This design comes from an exercise in tuning for a short achievable clock period and few clock cycles on the open sky130 flow, not from production work.
RTL that was checked went through simulation tests only; none was proved equivalent to the original.
For runs 3 and 4, only the layout was checked, not whether the RTL still works.
No activity file was given, so power comes from the tool's default toggle rates.

==> flow/design.v <==
module anc_encoder (
    input  wire        clk,
    input  wire        rst,
    input  wire        in_valid,
    output wire        in_ready,
    input  wire [31:0] in_data,
    input  wire [2:0]  in_nbytes,
    output reg         out_valid,
    input  wire        out_ready,
    output reg  [31:0] out_data,
    output reg         out_last
);
    localparam integer QN = 20;           
    localparam integer RW = 6;            
    function [9:0] sym;
        input [7:0] b;
        begin
            sym = {^b, ~^b, b};
        end
    endfunction
    reg        in_rdy_r;
    reg        hv, tv;
    reg [34:0] hq, tq;                    
    wire       issue;
    wire       push = in_valid && in_rdy_r;
    assign in_ready = in_rdy_r;
    always @(posedge clk) begin
        if (rst) begin
            hv       <= 1'b0;
            tv       <= 1'b0;
            in_rdy_r <= 1'b1;
        end else begin
            if (tv) begin
                if (issue) begin
                    tv       <= 1'b0;
                    in_rdy_r <= 1'b1;
                end
            end else if (hv) begin
                if (push && !issue) begin
                    tv       <= 1'b1;
                    in_rdy_r <= 1'b0;
                end
                if (issue && !push)
                    hv <= 1'b0;
            end else begin
                if (push)
                    hv <= 1'b1;
            end
        end
        if (tv) begin
            if (issue) hq <= tq;
        end else if (!hv || issue) begin
            hq <= {in_nbytes, in_data};
        end
        if (!tv)
            tq <= {in_nbytes, in_data};
    end
    localparam [1:0] P_PHDR = 2'd0, P_MHDR = 2'd1, P_IDS = 2'd2, P_UDW = 2'd3;
    reg  [1:0] pst;
    reg  [7:0] msg_left;
    reg        last_msg;                  
    reg  [7:0] udw_left;
    reg  [4:0] po;                        
    reg  [RW-1:0] reserved;               
    reg           a_v;
    reg  [1:0]    a_c;
    wire credit_ok = a_v ? (reserved <= QN - 6) : (reserved <= QN - 3);
    assign issue = hv && credit_ok;
    wire [31:0] hd  = hq[31:0];
    wire [2:0]  hnb = (hq[33:32] == 2'd0) ? 3'd4 : {1'b0, hq[33:32]};
    wire       ul_end = (udw_left <= {5'd0, hnb});
    wire [2:0] nb_eff = ul_end ? udw_left[2:0] : hnb;
    reg        p_word, p_ids, p_end, p_last;
    reg  [2:0] p_nsym;                    
    reg  [1:0] p_c;                       
    reg  [4:0] p_o;                       
    reg  [4:0] p_onext;
    reg  [6:0] p_bits;
    always @(*) begin
        p_word = 1'b0; p_ids = 1'b0; p_end = 1'b0; p_last = 1'b0;
        p_nsym = 3'd0; p_o = 5'd0;
        case (pst)
            P_PHDR: begin p_word = 1'b1; p_last = (hd[31:24] == 8'd0); end
            P_MHDR: begin p_word = 1'b1; end
            P_IDS:  begin p_ids = 1'b1; p_nsym = 3'd3; p_end = (hd[7:0] == 8'd0); end
            default: begin p_nsym = nb_eff; p_end = ul_end; p_o = po; end
        endcase
        if (p_end) p_last = last_msg;
        p_bits  = {2'd0, p_o} + 7'd10 * ({4'd0, p_nsym} + {6'd0, p_end});
        p_onext = p_bits[4:0];
        if (p_word)     p_c = 2'd1;
        else if (p_end) p_c = p_bits[6:5] + 2'd1;
        else            p_c = p_bits[6:5];
    end
    always @(posedge clk) begin
        if (rst) begin
            pst <= P_PHDR;
        end else if (issue) begin
            case (pst)
                P_PHDR: begin
                    msg_left <= hd[31:24];
                    last_msg <= (hd[31:24] == 8'd1);
                    if (hd[31:24] != 8'd0) pst <= P_MHDR;
                end
                P_MHDR: pst <= P_IDS;
                P_IDS: begin
                    udw_left <= hd[7:0];
                    po       <= p_onext;
                    pst      <= p_end ? (last_msg ? P_PHDR : P_MHDR) : P_UDW;
                end
                default: begin
                    udw_left <= udw_left - {5'd0, hnb};
                    po       <= p_onext;
                    if (p_end) pst <= last_msg ? P_PHDR : P_MHDR;
                end
            endcase
            if (p_end) begin
                msg_left <= msg_left - 8'd1;
                last_msg <= (msg_left == 8'd2);
            end
        end
    end
    reg        a_word, a_ids, a_end, a_last;
    reg [2:0]  a_nsym;
    reg [4:0]  a_o;
    reg [31:0] a_d;
    always @(posedge clk) begin
        a_v <= !rst && issue;
        a_word <= p_word;
        a_ids  <= p_ids;
        a_end  <= p_end;
        a_last <= p_last;
        a_nsym <= p_nsym;
        a_o    <= p_o;
        a_c    <= p_c;
        a_d    <= hd;
    end
    reg [49:0] a_slots;                   
    reg [4:0]  a_csel;                    
    integer j;
    always @(*) begin
        if (a_word) begin
            a_slots = {a_d, 18'd0};
        end else if (a_ids) begin
            a_slots = {a_d[29:20], a_d[19:10], sym(a_d[7:0]), 20'd0};
        end else begin
            for (j = 0; j < 4; j = j + 1)
                a_slots[49 - 10 * j -: 10] = (j < a_nsym) ? sym(a_d[31 - 8 * j -: 8]) : 10'd0;
            a_slots[9:0] = 10'd0;
        end
        for (j = 0; j < 5; j = j + 1)
            a_csel[j] = a_end && (a_nsym == j);
    end
    reg        b_v, b_word, b_ids, b_last;
    reg [1:0]  b_c;
    reg [4:0]  b_o, b_csel;
    reg [49:0] b_slots;
    always @(posedge clk) begin
        b_v     <= !rst && a_v;
        b_word  <= a_word;
        b_ids   <= a_ids;
        b_last  <= a_last;
        b_c     <= a_c;
        b_o     <= a_o;
        b_csel  <= a_csel;
        b_slots <= a_slots;
    end
    wire [8:0] b_tsum = b_slots[48:40] + b_slots[38:30] + b_slots[28:20] + b_slots[18:10];
    reg        c_v, c_word, c_ids, c_last;
    reg [1:0]  c_c;
    reg [4:0]  c_o, c_csel;
    reg [49:0] c_slots;
    reg [8:0]  c_tsum;
    reg [8:0]  s_run;
    always @(posedge clk) begin
        c_v     <= !rst && b_v;
        c_word  <= b_word;
        c_ids   <= b_ids;
        c_last  <= b_last;
        c_c     <= b_c;
        c_o     <= b_o;
        c_csel  <= b_csel;
        c_slots <= b_slots;
        c_tsum  <= b_tsum;
    end
    wire [8:0] c_sum = (c_ids ? 9'd0 : s_run) + c_tsum;
    reg        d_v, d_last;
    reg [1:0]  d_c;
    reg [4:0]  d_o, d_csel;
    reg [49:0] d_slots;
    reg [8:0]  d_sum;
    always @(posedge clk) begin
        if (c_v && !c_word) s_run <= c_sum;
        d_v     <= !rst && c_v;
        d_last  <= c_last;
        d_c     <= c_c;
        d_o     <= c_o;
        d_csel  <= c_csel;
        d_slots <= c_slots;
        d_sum   <= c_sum;
    end
    wire [9:0]  d_cs = {~d_sum[8], d_sum};
    reg  [49:0] d_chunk;
    always @(*) begin
        d_chunk = d_slots;
        for (j = 0; j < 5; j = j + 1)
            if (d_csel[j]) d_chunk[49 - 10 * j -: 10] = d_cs;
    end
    wire [79:0] d_sh = {d_chunk, 30'd0} >> d_o;
    reg        e_v, e_last, e_first;
    reg [1:0]  e_c;
    reg [31:0] e_w0, e_w1, e_w2;
    reg [31:0] pw;                        
    always @(posedge clk) begin
        e_v     <= !rst && d_v;
        e_last  <= d_last;
        e_c     <= d_c;
        e_first <= (d_o == 5'd0);
        e_w0    <= d_sh[79:48];
        e_w1    <= d_sh[47:16];
        e_w2    <= {d_sh[15:0], 16'd0};
    end
    wire [31:0] x0 = (e_first ? 32'd0 : pw) | e_w0;
    wire [31:0] x1 = e_w1;
    wire [31:0] x2 = e_w2;
    wire [1:0]  e_n = e_v ? e_c : 2'd0;   
    always @(posedge clk) begin
        if (e_v) begin
            case (e_c)
                2'd0:    pw <= x0;
                2'd1:    pw <= x1;
                default: pw <= x2;
            endcase
        end
    end
    reg [32:0]   q [0:QN-1];              
    reg [QN-1:0] wr, rd;                  
    reg [RW-1:0] qcnt;
    reg          qne;
    reg          sv;
    wire         pop = qne && !sv;
    wire [QN-1:0] wr1 = {wr[QN-2:0], wr[QN-1]};
    wire [QN-1:0] wr2 = {wr[QN-3:0], wr[QN-1:QN-2]};
    wire [QN-1:0] wr3 = {wr[QN-4:0], wr[QN-1:QN-3]};
    integer i;
    always @(posedge clk) begin
        for (i = 0; i < QN; i = i + 1) begin
            if (wr[i] && e_n != 2'd0)
                q[i] <= {e_last && (e_c == 2'd1), x0};
            else if (wr1[i] && e_n[1])
                q[i] <= {e_last && (e_c == 2'd2), x1};
            else if (wr2[i] && e_n == 2'd3)
                q[i] <= {e_last, x2};
        end
    end
    wire [RW-1:0] qcnt_nx = qcnt + {{(RW-2){1'b0}}, e_n} - {{(RW-1){1'b0}}, pop};
    always @(posedge clk) begin
        if (rst) begin
            wr       <= {{(QN-1){1'b0}}, 1'b1};
            rd       <= {{(QN-1){1'b0}}, 1'b1};
            qcnt     <= {RW{1'b0}};
            qne      <= 1'b0;
            reserved <= {RW{1'b0}};
        end else begin
            case (e_n)
                2'd0:    wr <= wr;
                2'd1:    wr <= wr1;
                2'd2:    wr <= wr2;
                default: wr <= wr3;
            endcase
            if (pop) rd <= {rd[QN-2:0], rd[QN-1]};
            qcnt     <= qcnt_nx;
            qne      <= (qcnt_nx != {RW{1'b0}});
            reserved <= reserved + (a_v ? {{(RW-2){1'b0}}, a_c} : {RW{1'b0}})
                                 - {{(RW-1){1'b0}}, pop};
        end
    end
    reg [32:0] qh;
    always @(*) begin
        qh = 33'd0;
        for (i = 0; i < QN; i = i + 1)
            qh = qh | ({33{rd[i]}} & q[i]);
    end
    reg [32:0] sd;
    always @(posedge clk) begin
        if (rst) begin
            out_valid <= 1'b0;
            sv        <= 1'b0;
        end else if (!out_valid || out_ready) begin
            out_valid <= sv || pop;
            sv        <= 1'b0;
        end else if (pop) begin
            sv        <= 1'b1;
        end
        if (!out_valid || out_ready) begin
            {out_last, out_data} <= sv ? sd : qh;
        end
        if (pop) sd <= qh;
    end
endmodule
==> flow/run.sh <==
#!/bin/bash
# synth_recipe.tcl (not shown) runs the flow's synth.tcl, then flattens the netlist and writes it again
# the make line also repeats each setting of config.mk as NAME=value (left out here)
make -C /OpenROAD-flow-scripts/flow DESIGN_CONFIG=/design/flow/config.mk WORK_HOME=/design/flow/orfs CLKGATE_MAP_FILE= SYNTH_SCRIPT=/design/flow/synth_recipe.tcl finish
==> flow/constraint.sdc <==
create_clock -name core_clock -period 8.0 [get_ports {clk}]
set_input_delay 1.6000 -clock core_clock [delete_from_list [all_inputs] [get_ports {clk}]]
set_output_delay 1.6000 -clock core_clock [all_outputs]
set_load 0.01 [all_outputs]
==> flow/config.mk <==
export PLATFORM = sky130hd
export DESIGN_NAME = anc_encoder
export DESIGN_NICKNAME = anc_encoder
export VERILOG_FILES = /design/flow/design.v
export SDC_FILE = /design/flow/constraint.sdc
export NUM_CORES = 4
export LEC_CHECK = 0
export ABC_CLOCK_PERIOD_IN_PS = 2500
export CAP_MARGIN = 20
export CORE_MARGIN = 2
export CORE_UTILIZATION = 40
export SETUP_SLACK_MARGIN = 5
export SLEW_MARGIN = 20
export TNS_END_PERCENT = 100
==> results of run 1 <==
[logic make-up (layout without fill, tap and decap cells)]
family,after synthesis,in the layout
compound gates,1411,1412
mux,591,591
simple gates,1226,1247
buf+inv,674,549
flops,1233,1233
fa+ha+maj,75,75
xor+xnor,75,75
[state kept, by name, indices dropped and copies added, names as in the netlist, 6 cells and up]
| register | cells |
|---|---|
| pw | 32 |
| qcnt | 6 |
| msg_left | 8 |
| tq | 34 |
| wr | 20 |
| udw_left | 8 |
| d_sum | 9 |
| e_w2 | 16 |
| s_run | 9 |
| sd | 33 |
| e_w1 | 32 |
| c_tsum | 9 |
| q | 660 |
| b_slots | 40 |
| a_d | 32 |
| c_slots | 40 |
| rd | 20 |
| hq | 34 |
| reserved | 6 |
| d_slots | 40 |
| e_w0 | 32 |
| out_data | 32 |
[critical path, cell delays in order, from the launching register on]
cell      delay [ns]
edfxtp_1        0.44
ha_2            0.22
fa_2            0.37
nor2b_4         0.16
o21ai_4         0.07
nand2_2         0.10
nor2_2          0.05
a21oi_2         0.12
a21oi_2         0.09
ha_4            0.21
ha_4            0.16
xnor2_2         0.14
inv_2           0.09
ha_4            0.14
ha_4            0.12
inv_2           0.03
fa_1            0.52
and3b_1         0.20
a221oi_2        0.26
xor2_1          0.22
nor3_1          0.08
a311oi_1        0.26
nor3_1          0.09
[worst max path at each step]
| stage | from | to | cells after the start |
|---|---|---|---|
| floorplan | hq[33] | a_c[1] | 20 |
| global placement | pst[0] | a_c[1] | 18 |
| detailed placement | pst[0] | a_c[1] | 18 |
| CTS | hq[33] | a_c[1] | 20 |
| global route | hq[33] | a_c[1] | 22 |
| finish | hq[32] | a_c[1] | 22 |
[synth_stat cells (all sizes together) (77+ instances only)]
cell and count:
a221oi 139, mux2 123, a22oi 116, o22ai 339
a22o 136, edfxtp 857, dfxtp 376, o21ai 108
a21oi 441, nor2 497, mux2i 429, nand2 513
clkbuf 494, buf 102, inv 77
[final cells by class]
type | count | area share
Inverter | 78 | 0.00460
Clock buffer | 191 | 0.0597
Tap cell | 1917 | 0.0363
Timing Repair Buffer | 216 | 0.0287
Clock inverter | 64 | 0.00981
Sequential cell | 1233 | 0.504
Multi-Input combinational cell | 3400 | 0.357
[timing repair]
item                                    4_1_cts  5_1_grt
gates cloned                                 22        0
endpoints found under the setup margin     1401      714
buffers inserted                             24        5
gates resized for setup                     237       10
pin swaps                                    14        6
[layer usage]
| layer | vias to the layer above | GRT usage |
|---|---|---|
| met2 | 3700 | 0.438 |
| met4 | 6 | 0.174 |
| met1 | 22100 | 0.364 |
| li1 | 19300 | - |
| met5 | - | 0 |
| met3 | 917 | 0.0778 |
[through the flow]
stage	power, W	utilization	instances
after floorplan	0.00936	-	5285
after global placement	0.0102	0.417	6792
after detailed placement	0.0102	0.417	6793
after CTS	0.0166	0.454	7094
after global routing	0.0171	0.454	7099
final	0.0166	0.454	7099
[power breakdown]
part	switching, W	internal, W
sequential	0.000362	0.00731
combinational	0.00151	0.000966
clock	0.00272	0.00371
==> impl_metrics.py, run 1 <==
metrics = {
    "outcome": {
        "status": "timing/DRC/antenna clean",
    },
    "cells_and_area": {
        "antenna_cells": 0,
        "drive_gt1_frac": 0.138,
        "multi_input_area_um2": 23600,
        "area_growth_pct": 12.7,
        "final_common_cell": "edfxtp_1",
        "final_area_um2": 66100,
        "seq_area_um2": 33300,
        "most-common-layout-cells": "edfxtp_1 (857), nor2_1 (496), nand2_1 (491), a21oi_1 (437), mux2i_1 (428)",
        "fillers": 13100,
        "nets": 5180,
    },
    "floorplan": {
        "die_h_um": 387,
        "io_pins": 74,
        "fp.dieW_um": 387,
        "fp.dieArea_um2": 150000,
        "design.core.area_um2": 146000,
        "start_util": 0.403,
        "rows": 140,
    },
    "power": {
        "p_per_area_nw_per_um2": 251,
        "peakVddDrop_v": 0.000203,
        "p_leak_nw": 24.0,
    },
    "yosys": {
        "synthCells": 5285,
        "syn_area_um2": 58700,
        "ys_seq_elements": 1233,
        "yosys.area_share.simple": 0.0872,
        "synth_fa_ha_area_frac": 0.0188,
        "synth_area_leader_cell": "edfxtp_1",
        "avgSynthCellArea_um2": 11.1,
        "yosysSeqAreaShare": 0.567,
        "async_flop_share": 0,
        "synthMuxAreaShare": 0.112,
        "synth_top_area_share": 0.439,
        "synth_ff_type": "edfxtp_1",
        "synthTopCellsByArea": "edfxtp_1 (44%), dfxtp_1 (13%), mux2i_1 (7.3%), a21oi_1 (3.8%), o22ai_1 (3.6%)",
        "yosysWarnings": 2,
        "ys_types": 79,
        "synth.net_count": 5399,
        "synth-edff-count": 857,
        "synth_top_family_by_area": "compound AO/OA/AOI/OAI gates",
        "synth_compound_area_frac": 0.157,
        "synth-xor-area-share": 0.0112,
    },
    "timing": {
        "setup_viol": 0,
        "worst_pin_slew_ns": 1.26,
        "maxSlewHeadroom": 0.162,
        "timing.final.crit_share": 0.537,
        "hold_viol_final": 0,
        "slew_viol_final": 0,
        "max_freq_mhz": 233,
        "layout_setup_ws_ns": 3.70,
        "skew_ns": 0.0447,
        "holdWs_ns": 0.317,
        "grt_setup_unrepaired": "true",
        "period_needed_ns": 4.30,
        "tns_ns": 0,
    },
    "routing": {
        "viasPerCell": 6.47,
        "met2WireLength_um": 96600,
        "met3_length_um": 30300,
        "wl_per_cell_um": 31.3,
        "vias": 46000,
        "post-route-drc-count": 0,
        "drtIter0Drc": 8055,
        "met1_length_um": 79000,
        "drtAntennaViolNets": 0,
        "dr.pass1.iters": 7,
        "top_layer": "met5",
        "wl_um": 222000,
    },
    "global_routing": {
        "grt_pass1_wl_um": 313000,
        "antenna_found_initial": 4,
        "grt_use_total": 0.287,
        "globalRouteOverflowTotal": 0,
        "grt_pass1_vias": 43300,
        "grt_max_degree": 81,
    },
    "hold_path": {
        "min_path_cells": 0,
        "hp-start": "b_ids",
        "hold_end": "c_ids",
        "min_path_type": "reg -> reg",
    },
    "setup_path": {
        "reg2reg_to": "a_c[1]",
        "rrSetupSlack_ns": 3.70,
        "end_kind": "flip-flop",
        "r2r_start": "hq[32]",
        "cp.arrival_ns": 4.95,
        "path_max_fanout": 3,
        "crit_type": "reg -> reg",
        "start_kind": "flip-flop",
        "worstPathRequired_ns": 8.65,
        "r2r_cells": 22,
    },
    "cts": {
        "hold_buffers": 0,
        "cts.sink_count": 1233,
        "clk_latency_ns": 0.81,
        "cts_max_level": 4,
        "path_clk_slew_ns": 0.06,
        "numCtsBuffers": 137,
        "cts.path.max_buffers": 3,
        "cts_tree": "done",
        "clockRootBuffer": "clkbuf_16",
    },
    "placement": {
        "place.gp.congestion": 0.891,
        "preCtsSetupSlack_ns": 2.83,
        "io_buffers": 72,
        "dpl.hpwl_um": 112000,
        "dpl_cell_area_um2": 60700,
    },
    "run": {
        "cap_violations": 0,
    },
}
Testbench counts, summed over its fixed seeds: cycles 20,709.
==> inputs of run 2 (changes only) <==
--- a/flow/config.mk
+++ b/flow/config.mk
@@ -7,3 +7,2 @@
 export LEC_CHECK = 0
-export ABC_CLOCK_PERIOD_IN_PS = 2500
 export CAP_MARGIN = 20
@@ -11,4 +10,2 @@
 export CORE_UTILIZATION = 40
-export SETUP_SLACK_MARGIN = 5
 export SLEW_MARGIN = 20
-export TNS_END_PERCENT = 100
==> impl_metrics.py, run 2 <==
metrics = {
    "hold_path": {
        "hold_end": "d_o[0]",
        "min_path_type": "reg -> reg",
        "min_path_cells": 0,
        "hp-start": "c_o[0]",
    },
    "floorplan": {
        "start_util": 0.403,
        "design.core.area_um2": 146000,
        "die_h_um": 387,
        "fp.dieW_um": 387,
        "fp.dieArea_um2": 150000,
        "io_pins": 74,
        "rows": 140,
    },
    "power": {
        "power_frac_clock": 0.378,
        "p_leak_nw": 23.5,
        "swShare": 0.277,
        "p_sw_w": 0.00451,
        "p_per_area_nw_per_um2": 251,
        "p_seq_frac": 0.473,
        "peakVddDrop_v": 0.000236,
        "power_frac_comb": 0.149,
        "p_int_w": 0.0118,
    },
    "routing": {
        "met3_length_um": 24400,
        "viasPerCell": 6.28,
        "drtAntennaViolNets": 0,
        "wl_um": 205000,
        "top_layer": "met4",
        "vias": 44200,
        "met1_length_um": 76300,
        "dr.pass1.iters": 19,
        "post-route-drc-count": 0,
        "drtIter0Drc": 6887,
        "wl_per_cell_um": 29.1,
        "met2WireLength_um": 92400,
    },
    "setup_path": {
        "crit_type": "reg -> reg",
        "r2r_start": "hq[33]",
        "r2r_cells": 19,
        "worstPathRequired_ns": 8.66,
        "rrSetupSlack_ns": 2.84,
        "path_max_fanout": 4,
        "critPathLaunch": "hq[33]",
        "reg2reg_to": "a_c[1]",
        "cp.arrival_ns": 5.82,
        "start_kind": "flip-flop",
        "end_kind": "flip-flop",
    },
    "yosys": {
        "yosysSeqAreaShare": 0.567,
        "ys_seq_elements": 1233,
        "async_flop_share": 0,
        "synth_common_cells": "edfxtp_1 (857), nand2_1 (513), nor2_1 (497)",
        "ys_types": 79,
        "synth_top_area_share": 0.439,
        "yosysWarnings": 2,
        "synth-edff-count": 857,
        "synthTopCellsByArea": "edfxtp_1 (44%), dfxtp_1 (13%), mux2i_1 (7.3%), a21oi_1 (3.8%), o22ai_1 (3.6%)",
        "synth_area_leader_cell": "edfxtp_1",
        "synth.most_common_cell": "edfxtp_1",
        "syn_area_um2": 58700,
        "synth_ff_type": "edfxtp_1",
        "synthCells": 5285,
        "synth.net_count": 5399,
        "avgSynthCellArea_um2": 11.1,
    },
    "cells_and_area": {
        "drive_gt1_frac": 0.112,
        "nets": 5126,
        "largest_register": "q",
        "most-common-layout-cells": "edfxtp_1 (857), nor2_1 (497), nand2_1 (493), a21oi_1 (440), mux2i_1 (428)",
        "fillers": 13200,
        "final_common_cell": "edfxtp_1",
        "area_growth_pct": 10.7,
        "largest_reg_flops": 660,
        "final_area_um2": 64900,
    },
    "cts": {
        "cts_tree": "done",
        "clk_latency_ns": 0.80,
        "clockRootBuffer": "clkbuf_16",
        "postCtsSetupBuffers": 0,
        "cts.sink_count": 1233,
        "cts.path.max_buffers": 3,
        "cts_resized": 0,
        "path_clk_slew_ns": 0.07,
        "hold_buffers": 0,
        "numCtsBuffers": 135,
        "cts_max_level": 4,
    },
    "outcome": {
        "status": "timing/DRC/antenna clean",
    },
    "timing": {
        "hold_viol_final": 0,
        "max_freq_mhz": 194,
        "skew_ns": 0.0465,
        "worst_pin_slew_ns": 1.21,
        "timing.final.crit_share": 0.645,
        "holdWs_ns": 0.318,
        "maxSlewHeadroom": 0.196,
        "setup_viol": 0,
        "grt_setup_unrepaired": "false",
        "period_needed_ns": 5.16,
        "slew_viol_final": 0,
        "tns_ns": 0,
    },
    "global_routing": {
        "grt_pass1_wl_um": 293000,
        "grt_max_degree": 68,
        "grt_use_total": 0.266,
        "grt_pass1_vias": 41900,
        "antenna_found_initial": 0,
        "globalRouteOverflowTotal": 0,
    },
    "placement": {
        "dpl_cell_area_um2": 60600,
        "dpl.hpwl_um": 110000,
        "place.gp.congestion": 0.925,
        "io_buffers": 72,
    },
    "run": {
        "cap_violations": 0,
    },
}
-- run 2: cell counts after synthesis --
No cell type changed its count.
-- run 2: area by class of cell --
class	instances	area, um2	share of cell area
diodes	4	10.0	0.000154
clock buffers	188	3820	0.0589
clock inverters	54	474	0.00731
inverters	78	293	0.00451
multi-input cells	3378	23000	0.354
flip-flops and latches	1233	33300	0.513
well taps	1917	2400	0.0370
repair buffers	186	1600	0.0246
-- run 2: per-stage QoR --
step                total power (W)  setup WS [ns]  std cells  utilization
floorplan                   0.00935           3.39       5285            -
global placement             0.0102           2.87       6790        0.416
detailed placement           0.0102           2.88       6790        0.416
CTS                          0.0163           2.84       7032        0.446
global route                 0.0168           2.41       7034        0.446
finish                       0.0163           2.84       7038        0.446
-- run 2: how the worst max path moves through the flow --
stage	end	slack [ns]	cells after the start
global route	a_c[1]	2.41	20
floorplan	a_c[1]	3.39	19
finish	a_c[1]	2.84	19
CTS	a_c[1]	2.84	19
global placement	a_c[1]	2.87	19
detailed placement	a_c[1]	2.88	19
-- run 2: metal layers --
layer / track usage / vias up
met5: 0 / -
met4: 0.133 / 0
met3: 0.0564 / 657
met2: 0.420 / 3000
met1: 0.345 / 21400
li1: - / 19100
-- run 2: logic make-up (layout without fill, tap and decap cells) --
logic type | after synthesis | after routing | share of synthesized area
adder cells (fa/ha/maj) | 75 | 75 | 0.0188
AND/OR/NAND/NOR | 1226 | 1226 | 0.0872
XOR/XNOR | 75 | 75 | 0.0112
multiplexers | 591 | 591 | 0.112
other | 0 | 4 | 0
buffers and inverters | 674 | 506 | 0.0461
flip-flops | 1233 | 1233 | 0.567
AO/OA/AOI/OAI | 1411 | 1411 | 0.157
-- run 2: power groups by stage --
stage / Combinational (W) / Clock [W] / Sequential, W
3_5_place_dp: 0.00239 / 0 / 0.00783
6_report: 0.00243 / 0.00615 / 0.00769
5_1_grt: 0.00265 / 0.00644 / 0.00774
4_1_cts: 0.00241 / 0.00620 / 0.00770
2_1_floorplan: 0.00172 / 0 / 0.00763
3_3_place_gp: 0.00237 / 0 / 0.00782
-- run 2: worst max-delay path, stage by stage, from the launching register on --
cell and delay [ns]:
edfxtp_1 0.47, or2_2 0.34, ha_1 0.34, nor2b_1 0.17, o21ai_0 0.36, nand2_1 0.18, a21oi_1 0.21, a21oi_1 0.12
ha_1 0.28, ha_1 0.34, ha_1 0.30, ha_1 0.14, inv_1 0.05, fa_1 0.57, and3b_1 0.18, a221oi_1 0.33
xor2_1 0.14, nor3_1 0.26, o2111a_1 0.23, nor3_1 0.05
==> inputs of run 3 (changes only) <==
--- a/flow/design.v
+++ b/flow/design.v
@@ -12,3 +12,3 @@
 );
-    localparam integer QN = 20;           
+    localparam integer QN = 12;           
     localparam integer RW = 6;            
@@ -65,3 +65,3 @@
     reg           a_v;
-    reg  [1:0]    a_c;
+    wire [1:0]    a_c;
     wire credit_ok = a_v ? (reserved <= QN - 6) : (reserved <= QN - 3);
@@ -74,6 +74,4 @@
     reg  [2:0] p_nsym;                    
-    reg  [1:0] p_c;                       
     reg  [4:0] p_o;                       
-    reg  [4:0] p_onext;
-    reg  [6:0] p_bits;
+    reg  [4:0] p_10nb;
     always @(*) begin
@@ -88,7 +86,8 @@
         if (p_end) p_last = last_msg;
-        p_bits  = {2'd0, p_o} + 7'd10 * ({4'd0, p_nsym} + {6'd0, p_end});
-        p_onext = p_bits[4:0];
-        if (p_word)     p_c = 2'd1;
-        else if (p_end) p_c = p_bits[6:5] + 2'd1;
-        else            p_c = p_bits[6:5];
+        case (hnb)                        
+            3'd1:    p_10nb = 5'd10;
+            3'd2:    p_10nb = 5'd20;
+            3'd3:    p_10nb = 5'd30;
+            default: p_10nb = 5'd8;
+        endcase
     end
@@ -107,3 +106,3 @@
                     udw_left <= hd[7:0];
-                    po       <= p_onext;
+                    po       <= 5'd30;
                     pst      <= p_end ? (last_msg ? P_PHDR : P_MHDR) : P_UDW;
@@ -112,3 +111,3 @@
                     udw_left <= udw_left - {5'd0, hnb};
-                    po       <= p_onext;
+                    po       <= po + p_10nb;
                     if (p_end) pst <= last_msg ? P_PHDR : P_MHDR;
@@ -134,9 +133,113 @@
         a_o    <= p_o;
-        a_c    <= p_c;
         a_d    <= hd;
     end
+    reg [1:0] a_c_t;
+    always @(*) begin
+        case ({a_o[4:1], a_nsym + {2'd0, a_end}})
+            {4'd0, 3'd4}: a_c_t = 2'd1;
+            {4'd0, 3'd5}: a_c_t = 2'd1;
+            {4'd0, 3'd6}: a_c_t = 2'd1;
+            {4'd0, 3'd7}: a_c_t = 2'd2;
+            {4'd1, 3'd3}: a_c_t = 2'd1;
+            {4'd1, 3'd4}: a_c_t = 2'd1;
+            {4'd1, 3'd5}: a_c_t = 2'd1;
+            {4'd1, 3'd6}: a_c_t = 2'd1;
+            {4'd1, 3'd7}: a_c_t = 2'd2;
+            {4'd2, 3'd3}: a_c_t = 2'd1;
+            {4'd2, 3'd4}: a_c_t = 2'd1;
+            {4'd2, 3'd5}: a_c_t = 2'd1;
+            {4'd2, 3'd6}: a_c_t = 2'd2;
+            {4'd2, 3'd7}: a_c_t = 2'd2;
+            {4'd3, 3'd3}: a_c_t = 2'd1;
+            {4'd3, 3'd4}: a_c_t = 2'd1;
+            {4'd3, 3'd5}: a_c_t = 2'd1;
+            {4'd3, 3'd6}: a_c_t = 2'd2;
+            {4'd3, 3'd7}: a_c_t = 2'd2;
+            {4'd4, 3'd3}: a_c_t = 2'd1;
+            {4'd4, 3'd4}: a_c_t = 2'd1;
+            {4'd4, 3'd5}: a_c_t = 2'd1;
+            {4'd4, 3'd6}: a_c_t = 2'd2;
+            {4'd4, 3'd7}: a_c_t = 2'd2;
+            {4'd5, 3'd3}: a_c_t = 2'd1;
+            {4'd5, 3'd4}: a_c_t = 2'd1;
+            {4'd5, 3'd5}: a_c_t = 2'd1;
+            {4'd5, 3'd6}: a_c_t = 2'd2;
+            {4'd5, 3'd7}: a_c_t = 2'd2;
+            {4'd6, 3'd2}: a_c_t = 2'd1;
+            {4'd6, 3'd3}: a_c_t = 2'd1;
+            {4'd6, 3'd4}: a_c_t = 2'd1;
+            {4'd6, 3'd5}: a_c_t = 2'd1;
+            {4'd6, 3'd6}: a_c_t = 2'd2;
+            {4'd6, 3'd7}: a_c_t = 2'd2;
+            {4'd7, 3'd2}: a_c_t = 2'd1;
+            {4'd7, 3'd3}: a_c_t = 2'd1;
+            {4'd7, 3'd4}: a_c_t = 2'd1;
+            {4'd7, 3'd5}: a_c_t = 2'd2;
+            {4'd7, 3'd6}: a_c_t = 2'd2;
+            {4'd7, 3'd7}: a_c_t = 2'd2;
+            {4'd8, 3'd2}: a_c_t = 2'd1;
+            {4'd8, 3'd3}: a_c_t = 2'd1;
+            {4'd8, 3'd4}: a_c_t = 2'd1;
+            {4'd8, 3'd5}: a_c_t = 2'd2;
+            {4'd8, 3'd6}: a_c_t = 2'd2;
+            {4'd8, 3'd7}: a_c_t = 2'd2;
+            {4'd9, 3'd2}: a_c_t = 2'd1;
+            {4'd9, 3'd3}: a_c_t = 2'd1;
+            {4'd9, 3'd4}: a_c_t = 2'd1;
+            {4'd9, 3'd5}: a_c_t = 2'd2;
+            {4'd9, 3'd6}: a_c_t = 2'd2;
+            {4'd9, 3'd7}: a_c_t = 2'd2;
+            {4'd10, 3'd2}: a_c_t = 2'd1;
+            {4'd10, 3'd3}: a_c_t = 2'd1;
+            {4'd10, 3'd4}: a_c_t = 2'd1;
+            {4'd10, 3'd5}: a_c_t = 2'd2;
+            {4'd10, 3'd6}: a_c_t = 2'd2;
+            {4'd10, 3'd7}: a_c_t = 2'd2;
+            {4'd11, 3'd1}: a_c_t = 2'd1;
+            {4'd11, 3'd2}: a_c_t = 2'd1;
+            {4'd11, 3'd3}: a_c_t = 2'd1;
+            {4'd11, 3'd4}: a_c_t = 2'd1;
+            {4'd11, 3'd5}: a_c_t = 2'd2;
+            {4'd11, 3'd6}: a_c_t = 2'd2;
+            {4'd11, 3'd7}: a_c_t = 2'd2;
+            {4'd12, 3'd1}: a_c_t = 2'd1;
+            {4'd12, 3'd2}: a_c_t = 2'd1;
+            {4'd12, 3'd3}: a_c_t = 2'd1;
+            {4'd12, 3'd4}: a_c_t = 2'd2;
+            {4'd12, 3'd5}: a_c_t = 2'd2;
+            {4'd12, 3'd6}: a_c_t = 2'd2;
+            {4'd12, 3'd7}: a_c_t = 2'd2;
+            {4'd13, 3'd1}: a_c_t = 2'd1;
+            {4'd13, 3'd2}: a_c_t = 2'd1;
+            {4'd13, 3'd3}: a_c_t = 2'd1;
+            {4'd13, 3'd4}: a_c_t = 2'd2;
+            {4'd13, 3'd5}: a_c_t = 2'd2;
+            {4'd13, 3'd6}: a_c_t = 2'd2;
+            {4'd13, 3'd7}: a_c_t = 2'd3;
+            {4'd14, 3'd1}: a_c_t = 2'd1;
+            {4'd14, 3'd2}: a_c_t = 2'd1;
+            {4'd14, 3'd3}: a_c_t = 2'd1;
+            {4'd14, 3'd4}: a_c_t = 2'd2;
+            {4'd14, 3'd5}: a_c_t = 2'd2;
+            {4'd14, 3'd6}: a_c_t = 2'd2;
+            {4'd14, 3'd7}: a_c_t = 2'd3;
+            {4'd15, 3'd1}: a_c_t = 2'd1;
+            {4'd15, 3'd2}: a_c_t = 2'd1;
+            {4'd15, 3'd3}: a_c_t = 2'd1;
+            {4'd15, 3'd4}: a_c_t = 2'd2;
+            {4'd15, 3'd5}: a_c_t = 2'd2;
+            {4'd15, 3'd6}: a_c_t = 2'd2;
+            {4'd15, 3'd7}: a_c_t = 2'd3;
+            default: a_c_t = 2'd0;
+        endcase
+    end
+    assign a_c = a_word ? 2'd1 : (a_c_t + {1'b0, a_end});
     reg [49:0] a_slots;                   
     reg [4:0]  a_csel;                    
+    reg [8:0]  a_x0, a_x1, a_x2, a_x3;    
+    reg        a_pb;
     integer j;
     always @(*) begin
+        a_x0 = 9'd0; a_x1 = 9'd0; a_x2 = 9'd0; a_x3 = 9'd0;
+        a_pb = 1'b0;
         if (a_word) begin
@@ -145,2 +248,6 @@
             a_slots = {a_d[29:20], a_d[19:10], sym(a_d[7:0]), 20'd0};
+            a_x0 = a_d[28:20];
+            a_x1 = a_d[18:10];
+            a_x2 = {1'b0, a_d[7:0]};
+            a_pb = ~^a_d[7:0];
         end else begin
@@ -149,2 +256,7 @@
             a_slots[9:0] = 10'd0;
+            a_x0 = {1'b0, a_slots[47:40]};
+            a_x1 = {1'b0, a_slots[37:30]};
+            a_x2 = {1'b0, a_slots[27:20]};
+            a_x3 = {1'b0, a_slots[17:10]};
+            a_pb = a_slots[48] ^ a_slots[38] ^ a_slots[28] ^ a_slots[18];
         end
@@ -153,2 +265,3 @@
     end
+    wire [8:0] a_tsum = (a_x0 + a_x1 + a_x2 + a_x3) ^ {a_pb, 8'd0};
     reg        b_v, b_word, b_ids, b_last;
@@ -157,2 +270,4 @@
     reg [49:0] b_slots;
+    reg [8:0]  b_tsum;
+    reg [8:0]  s_run;
     always @(posedge clk) begin
@@ -166,22 +281,9 @@
         b_slots <= a_slots;
+        b_tsum  <= a_tsum;
     end
-    wire [8:0] b_tsum = b_slots[48:40] + b_slots[38:30] + b_slots[28:20] + b_slots[18:10];
-    reg        c_v, c_word, c_ids, c_last;
-    reg [1:0]  c_c;
-    reg [4:0]  c_o, c_csel;
-    reg [49:0] c_slots;
-    reg [8:0]  c_tsum;
-    reg [8:0]  s_run;
-    always @(posedge clk) begin
-        c_v     <= !rst && b_v;
-        c_word  <= b_word;
-        c_ids   <= b_ids;
-        c_last  <= b_last;
-        c_c     <= b_c;
-        c_o     <= b_o;
-        c_csel  <= b_csel;
-        c_slots <= b_slots;
-        c_tsum  <= b_tsum;
-    end
-    wire [8:0] c_sum = (c_ids ? 9'd0 : s_run) + c_tsum;
+    wire [8:0] c_sum = (b_ids ? 9'd0 : s_run) + b_tsum;
+    wire       c_v = b_v, c_word = b_word, c_last = b_last;
+    wire [1:0] c_c = b_c;
+    wire [4:0] c_o = b_o, c_csel = b_csel;
+    wire [49:0] c_slots = b_slots;
     reg        d_v, d_last;
@@ -206,5 +308,5 @@
         for (j = 0; j < 5; j = j + 1)
-            if (d_csel[j]) d_chunk[49 - 10 * j -: 10] = d_cs;
+            d_chunk[49 - 10 * j -: 10] = d_slots[49 - 10 * j -: 10] | ({10{d_csel[j]}} & d_cs);
     end
-    wire [79:0] d_sh = {d_chunk, 30'd0} >> d_o;
+    wire [79:0] d_sh = {d_chunk, 30'd0} >> {d_o[4:1], 1'b0};    
     reg        e_v, e_last, e_first;
--- a/flow/config.mk
+++ b/flow/config.mk
@@ -7,5 +7,9 @@
 export LEC_CHECK = 0
+export ABC_CLOCK_PERIOD_IN_PS = 2500
 export CAP_MARGIN = 20
 export CORE_MARGIN = 2
-export CORE_UTILIZATION = 40
+export CORE_UTILIZATION = 65
+export PLACE_DENSITY = 0.75
+export SETUP_SLACK_MARGIN = 5
 export SLEW_MARGIN = 20
+export TNS_END_PERCENT = 100
==> impl_metrics.py, run 3 <==
metrics = {
    "routing": {
        "vias": 31800,
        "drtIter0Drc": 4295,
        "post-route-drc-count": 0,
        "drtAntennaViolNets": 0,
        "wl_per_cell_um": 28.0,
        "viasPerCell": 6.88,
        "dr.pass1.iters": 17,
        "wl_um": 130000,
    },
    "timing": {
        "timing.final.crit_share": 0.471,
        "hold_viol_final": 0,
        "maxSlewHeadroom": 0.218,
        "max_freq_mhz": 266,
        "tns_ns": 0,
        "setup_viol": 0,
        "worst_pin_slew_ns": 1.17,
        "layout_setup_ws_ns": 4.23,
        "period_needed_ns": 3.77,
        "slew_viol_final": 0,
        "skew_ns": 0.0310,
        "grt_setup_unrepaired": "true",
    },
    "yosys": {
        "synth_top_area_share": 0.427,
        "synth_ff_type": "edfxtp_1",
        "async_flop_share": 0,
        "synth.most_common_cell": "edfxtp_1",
        "synth_common_cells": "edfxtp_1 (592), a21oi_1 (380), nor2_1 (362)",
        "avgSynthCellArea_um2": 10.9,
        "ys_seq_elements": 891,
        "synth.net_count": 3915,
        "synth-edff-count": 592,
        "syn_area_um2": 41600,
        "synthCells": 3805,
        "ys_types": 62,
        "synthTopCellsByArea": "edfxtp_1 (43%), dfxtp_1 (14%), mux2i_1 (6.7%), a21oi_1 (4.6%), nor2_1 (3.3%)",
        "yosysSeqAreaShare": 0.571,
        "synth_area_leader_cell": "edfxtp_1",
        "yosysWarnings": 2,
    },
    "placement": {
        "dpl_cell_area_um2": 42700,
        "preCtsSetupSlack_ns": 3.64,
        "place.gp.congestion": 0.923,
        "dpl.hpwl_um": 71800,
        "io_buffers": 72,
    },
    "setup_path": {
        "path_cells": "buf_4, buf_6, o31a_4, buf_12, a22o_4, fa_1, inv_1, fa_1, inv_2, ha_4, nand3_4, o22ai_4, nor3_2, nor2_1, nor2_1, xnor2_1, xnor2_1",
        "rrSetupSlack_ns": 4.23,
        "worstPathRequired_ns": 8.53,
        "end_kind": "flip-flop",
        "cp.arrival_ns": 4.30,
        "start_kind": "flip-flop",
        "cp.depth": 17,
        "reg2reg_to": "b_tsum[8]",
        "crit_buf_inv": 5,
        "crit_family": "adder cells",
        "path_max_fanout": 5,
        "crit_type": "reg -> reg",
        "slowest_stage": "fa_1",
        "r2r_start": "a_nsym[0]",
        "r2r_cells": 17,
        "cp_slowest_stage_delay_ns": 0.61,
    },
    "cts": {
        "clockRootBuffer": "clkbuf_16",
        "path_clk_slew_ns": 0.06,
        "cts_max_level": 3,
        "cts_tree": "done",
        "clk_latency_ns": 0.67,
        "numCtsBuffers": 89,
        "hold_buffers": 0,
        "cts.path.max_buffers": 3,
        "cts.sink_count": 891,
    },
    "cells_and_area": {
        "antenna_cells": 0,
        "largest_register": "q",
        "drive_gt1_frac": 0.133,
        "fillers": 4234,
        "nets": 3815,
        "final_area_um2": 46800,
        "most-common-layout-cells": "edfxtp_1 (592), a21oi_1 (367), nor2_1 (357), nand2_1 (335), dfxtp_1 (284)",
        "area_growth_pct": 12.5,
        "final_common_cell": "edfxtp_1",
        "largest_reg_flops": 396,
        "reg_top3": "q: 396 flops, b_slots: 40 flops, d_slots: 40 flops",
    },
    "power": {
        "p_leak_nw": 17.5,
        "peakVddDrop_v": 0.000235,
        "p_per_area_nw_per_um2": 261,
    },
    "hold_path": {
        "min_path_type": "reg -> reg",
        "min_path_cells": 0,
        "hold_end": "d_slots[28]",
        "hp-start": "b_slots[28]",
    },
    "global_routing": {
        "grt_pass1_wl_um": 190000,
        "grt_max_degree": 78,
        "antenna_found_initial": 5,
        "met3_usage": 0.0900,
        "grt_use_total": 0.383,
        "use_met1": 0.472,
        "globalRouteOverflowTotal": 0,
        "busiest_layer": "met2",
        "grt_pass1_vias": 30800,
        "grt_util_met2": 0.620,
    },
    "floorplan": {
        "design.core.area_um2": 63200,
        "io_pins": 74,
        "fp.dieW_um": 257,
        "start_util": 0.658,
        "rows": 92,
        "die_h_um": 257,
        "fp.dieArea_um2": 66000,
    },
    "run": {
        "cap_violations": 0,
    },
    "outcome": {
        "status": "timing/DRC/antenna clean",
    },
}
## run 3: changes by cell type after synthesis, sizes merged, moves of 57 or more
cell    change
dfxtp      -77
nand2     -163
a22oi      -97
edfxtp    -265
clkbuf    -206
nor2      -134
a21oi      -57
mux2i     -152
o22ai     -135
## run 3: power by group
group,switching [W],leakage (nW),internal (W)
Combinational,0.00130,8.59,0.000834
Clock,0.00184,1.51,0.00248
Sequential,0.000295,7.43,0.00545
Total,0.00344,17.5,0.00877
## run 3: how the worst max path moves through the flow
| stage | endpoint | startpoint |
|---|---|---|
| finish | b_tsum[8] | a_nsym[0] |
| global route | b_tsum[8] | a_nsym[0] |
| CTS | reserved[5] | a_end |
| detailed placement | b_tsum[7] | a_ids |
| global placement | b_tsum[7] | a_ids |
| floorplan | reserved[5] | a_nsym[0] |
## run 3: logic make-up (layout without fill, tap and decap cells)
kind of cell,count (synthesis),after routing,synth area share
buffers and inverters,485,457,0.0444
adders and majority gates,71,71,0.0251
AOI/OAI and AO/OA,1013,1013,0.156
muxes,390,390,0.0991
and+or+nand+nor,881,885,0.0883
xor gates and xnor gates,74,74,0.0158
DFF,891,891,0.571
## run 3: layout make-up
class	count	area, um2	area share
Inverter	117	447	0.00954
Multi-Input combinational cell	2433	16700	0.357
Clock inverter	36	320	0.00684
Timing Repair Buffer	173	1710	0.0365
Clock buffer	131	2750	0.0587
Tap cell	846	1060	0.0226
Sequential cell	891	23800	0.508
## run 3: timing repair
item	in CTS	in global routing
pin swaps	33	30
buffers inserted	29	10
endpoints found under the setup margin	855	78
endpoints found under the hold margin	0	0
cloned	6	1
gates resized for setup	109	42
## run 3: worst reg2reg max path: stages (launching register included)
cell	delay (ns)
dfxtp_4	0.35
buf_4	0.14
buf_6	0.13
o31a_4	0.37
buf_12	0.14
a22o_4	0.22
fa_1	0.61
inv_1	0.07
fa_1	0.50
inv_2	0.06
ha_4	0.30
nand3_4	0.08
o22ai_4	0.20
nor3_2	0.06
nor2_1	0.10
nor2_1	0.05
xnor2_1	0.13
xnor2_1	0.14
## run 3: metal layers
metal	share of wire	up-vias
li1	-	13800
met1	0.34	15100
met2	0.46	2339
met3	0.13	628
met4	0.071	8
met5	0.00042	-
## run 3: stage by stage
stage	total power, W	hold slack [ns]	std cells	util
after floorplan	0.00714	0.310	3805	-
after global placement	0.00779	0.310	4412	0.676
after detailed placement	0.00789	0.312	4412	0.676
after CTS	0.0121	0.321	4614	0.736
after global routing	0.0126	0.329	4627	0.741
final	0.0122	0.324	4627	0.741
==> inputs of run 4 (changes only) <==
--- a/flow/config.mk
+++ b/flow/config.mk
@@ -10,4 +10,3 @@
 export CORE_MARGIN = 2
-export CORE_UTILIZATION = 65
-export PLACE_DENSITY = 0.75
+export CORE_UTILIZATION = 40
 export SETUP_SLACK_MARGIN = 5
==> impl_metrics.py, run 4 <==
metrics = {
    "timing": {
        "grt_setup_unrepaired": "true",
        "skew_ns": 0.0525,
        "tns_ns": 0,
        "period_needed_ns": 3.66,
        "hold_viol_final": 0,
        "setup_viol": 0,
        "slew_viol_final": 0,
        "max_freq_mhz": 274,
        "worst_pin_slew_ns": 1.19,
        "timing.final.crit_share": 0.457,
        "maxSlewHeadroom": 0.209,
    },
    "power": {
        "power_frac_clock": 0.356,
        "p_seq_frac": 0.464,
        "peakVddDrop_v": 0.000210,
        "swShare": 0.283,
        "p_per_area_nw_per_um2": 259,
        "p_sw_w": 0.00349,
        "p_int_w": 0.00882,
        "p_leak_nw": 17.6,
        "power_frac_comb": 0.180,
    },
    "routing": {
        "drtAntennaViolNets": 0,
        "post-route-drc-count": 0,
        "dr.pass1.iters": 6,
        "wl_per_cell_um": 24.6,
        "viasPerCell": 5.86,
        "vias": 30400,
        "drtIter0Drc": 3409,
        "wl_um": 128000,
    },
    "yosys": {
        "yosys.area_share.simple": 0.0883,
        "yosysSeqAreaShare": 0.571,
        "synth-edff-count": 592,
        "async_flop_share": 0,
        "synth_top_area_share": 0.427,
        "avgSynthCellArea_um2": 10.9,
        "synthMuxAreaShare": 0.0991,
        "synth_area_leader_cell": "edfxtp_1",
        "synthCells": 3805,
        "synth_common_cells": "edfxtp_1 (592), a21oi_1 (380), nor2_1 (362)",
        "synth-xor-area-share": 0.0158,
        "synth.net_count": 3915,
        "synth_fa_ha_area_frac": 0.0251,
        "syn_area_um2": 41600,
        "yosysWarnings": 2,
        "synth_top_family_by_area": "compound AO/OA/AOI/OAI gates",
        "ys_seq_elements": 891,
        "ys_types": 62,
        "synth_compound_area_frac": 0.156,
        "synth.most_common_cell": "edfxtp_1",
        "synthTopCellsByArea": "edfxtp_1 (43%), dfxtp_1 (14%), mux2i_1 (6.7%), a21oi_1 (4.6%), nor2_1 (3.3%)",
        "synth_ff_type": "edfxtp_1",
    },
    "setup_path": {
        "cp.arrival_ns": 4.19,
        "crit_top_cell": "ha_4",
        "slowest_stage": "dfxtp_4",
        "end_kind": "flip-flop",
        "crit_family": "compound AO/OA/AOI/OAI gates",
        "crit_type": "reg -> reg",
        "crit_buf_inv": 2,
        "path_max_fanout": 5,
        "path_cells": "ha_4, ha_4, xor2_4, inv_2, o21ai_1, a221o_1, a2111oi_4, a21o_1, ha_2, xnor2_1, nor2_1, nand2_1, ha_1, inv_2, ha_4, a21o_1, a21oi_2, o21bai_1, a21oi_2, xnor2_1, nor2_1",
        "worstPathRequired_ns": 8.53,
        "cp_slowest_stage_delay_ns": 0.35,
        "start_kind": "flip-flop",
    },
    "cells_and_area": {
        "instances_no_fill": 5185,
        "area_growth_pct": 14.4,
        "largest_reg_flops": 396,
        "largest_register": "q",
        "most-common-layout-cells": "edfxtp_1 (592), a21oi_1 (367), nor2_1 (358), nand2_1 (337), mux2i_1 (277)",
        "reg_top3": "q: 396 flops, b_slots: 40 flops, d_slots: 40 flops",
        "drive_gt1_frac": 0.136,
        "final_common_cell": "edfxtp_1",
        "nets": 3835,
    },
    "global_routing": {
        "grt_use_total": 0.233,
        "grt_max_degree": 78,
        "grt_pass1_wl_um": 187000,
        "antenna_found_initial": 3,
        "grt_pass1_vias": 28900,
        "globalRouteOverflowTotal": 0,
    },
    "floorplan": {
        "die_h_um": 327,
        "io_pins": 74,
        "fp.dieW_um": 327,
        "fp.dieArea_um2": 107000,
        "design.core.area_um2": 103000,
        "start_util": 0.403,
        "rows": 118,
    },
    "outcome": {
        "status": "timing/DRC/antenna clean",
    },
    "cts": {
        "cts.sink_count": 891,
        "numCtsBuffers": 94,
        "cts_tree": "done",
        "cts.path.max_buffers": 3,
        "path_clk_slew_ns": 0.06,
        "cts_max_level": 3,
        "hold_buffers": 0,
        "clockRootBuffer": "clkbuf_16",
        "clk_latency_ns": 0.69,
    },
    "placement": {
        "dpl.hpwl_um": 71300,
        "io_buffers": 72,
        "dp.cells": 4955,
        "place.gp.congestion": 0.850,
    },
    "hold_path": {
        "min_path_type": "reg -> reg",
    },
    "run": {
        "cap_violations": 0,
    },
}
run 4: cell types whose count changed in the layout (fill, tap and decap cells not counted), sizes merged:
| cell | delta |
|---|---|
| clkbuf | -7 |
| dlygate4sd2 | -2 |
| buf | +17 |
| clkdlybuf4s15 | +2 |
| clkinv | +19 |
| inv | -9 |
| bufinv | +2 |
| bufbuf | -1 |
| diode | +3 |
| clkinvlp | -1 |
| nor2 | +1 |
run 4: worst paths after layout:
kind,start,endpoint,slack (ns),depth (start not counted)
worst min register to register,b_slots[44],d_slots[44],0.32,0
worst max-delay path,a_nsym[0],reserved[5],4.34,21
worst max register to register,a_nsym[0],reserved[5],4.34,21
worst min-delay path,b_slots[44],d_slots[44],0.32,0
run 4: layout make-up:
class	instances	area, um2
Timing Repair Buffer	187	1790
Clock inverter	47	455
Multi-Input combinational cell	2434	16700
Tap cell	1380	1730
Clock buffer	126	2670
Antenna cell	3	7.51
Sequential cell	891	23800
Inverter	117	474
Fill cell	9484	55800
run 4: power by group through the flow:
stage / sequential [W] / combinational, W / clock, W
2_1_floorplan: 0.00573 / 0.00141 / 0
3_3_place_gp: 0.00581 / 0.00210 / 0
3_5_place_dp: 0.00582 / 0.00212 / 0
4_1_cts: 0.00571 / 0.00216 / 0.00445
5_1_grt: 0.00575 / 0.00241 / 0.00462
6_report: 0.00570 / 0.00222 / 0.00438
run 4: what timing repair did:
item	CTS	global route
cloned	6	0
resized for setup	120	24
setup buffers	34	13
pin swaps	36	31
setup endpoints to repair	865	176
run 4: layer usage:
| layer | wire [um] | vias up | share of wire | track usage |
|---|---|---|---|---|
| met1 | 49800 | 14500 | 0.39 | 0.300 |
| li1 | - | 13800 | - | - |
| met4 | 6130 | 0 | 0.048 | 0.107 |
| met5 | 0 | - | 0 | 0 |
| met2 | 59500 | 1703 | 0.47 | 0.378 |
| met3 | 12400 | 365 | 0.097 | 0.0455 |
run 4: cells by family (layout without fill, tap and decap cells):
| group | count (synthesis) | after routing |
|---|---|---|
| AOI/OAI and AO/OA | 1013 | 1013 |
| xor gates and xnor gates | 74 | 74 |
| adders and majority gates | 71 | 71 |
| buffers and inverters | 485 | 477 |
| DFF | 891 | 891 |
| muxes | 390 | 390 |
| other | 0 | 3 |
| and+or+nand+nor | 881 | 886 |
run 4: stage by stage:
| step | hold slack, ns | utilization | cell area, um2 | worst slack [ns] | total power, W |
|---|---|---|---|---|---|
| final | 0.322 | 0.461 | 47600 | 4.34 | 0.0123 |
| after global routing | 0.326 | 0.460 | 47600 | 4.13 | 0.0128 |
| after CTS | 0.324 | 0.458 | 47300 | 4.36 | 0.0123 |
| after detailed placement | 0.312 | 0.421 | 43500 | 3.40 | 0.00794 |
| after global placement | 0.311 | 0.420 | 43500 | 3.42 | 0.00791 |
| after floorplan | 0.310 | - | 41900 | 4.48 | 0.00714 |

-- what the ideal ports hide --
In the flow no input, the clock included, has a driving cell. The finished layouts below were timed again as built, in two steps.
Step 1 (the two cells are an assumption about what drives the block):
set clk [get_ports {clk}]
set_driving_cell -lib_cell sky130_fd_sc_hd__clkbuf_16 $clk
set_driving_cell -lib_cell sky130_fd_sc_hd__buf_2 [delete_from_list [all_inputs] $clk]
Step 2 times the ports against the registers' clock, not the clock port: input delays grow and output delays shrink by t, the midpoint of the rising clock arrivals with the driver on.
Slacks: ideal / step 1 / step 2; pairs: ideal / step 1.
| run | t (ns) | setup slack, ns | worst setup path at the end | clock arrival spread, ns | pins driven straight from the clock port |
|---|---|---|---|---|---|
| run 1 | 0.861 | 3.702 / 3.702 / 3.702 | register to register | 0.045 / 0.045 | 1 |
| run 2 | 0.855 | 2.836 / 2.836 / 2.836 | register to register | 0.047 / 0.047 | 1 |
| run 3 | 0.720 | 4.234 / 4.234 / 4.234 | register to register | 0.031 / 0.031 | 1 |
| run 4 | 0.731 | 4.345 / 4.345 / 4.345 | register to register | 0.056 / 0.056 | 1 |
After both steps setup and hold are still met in every run listed.
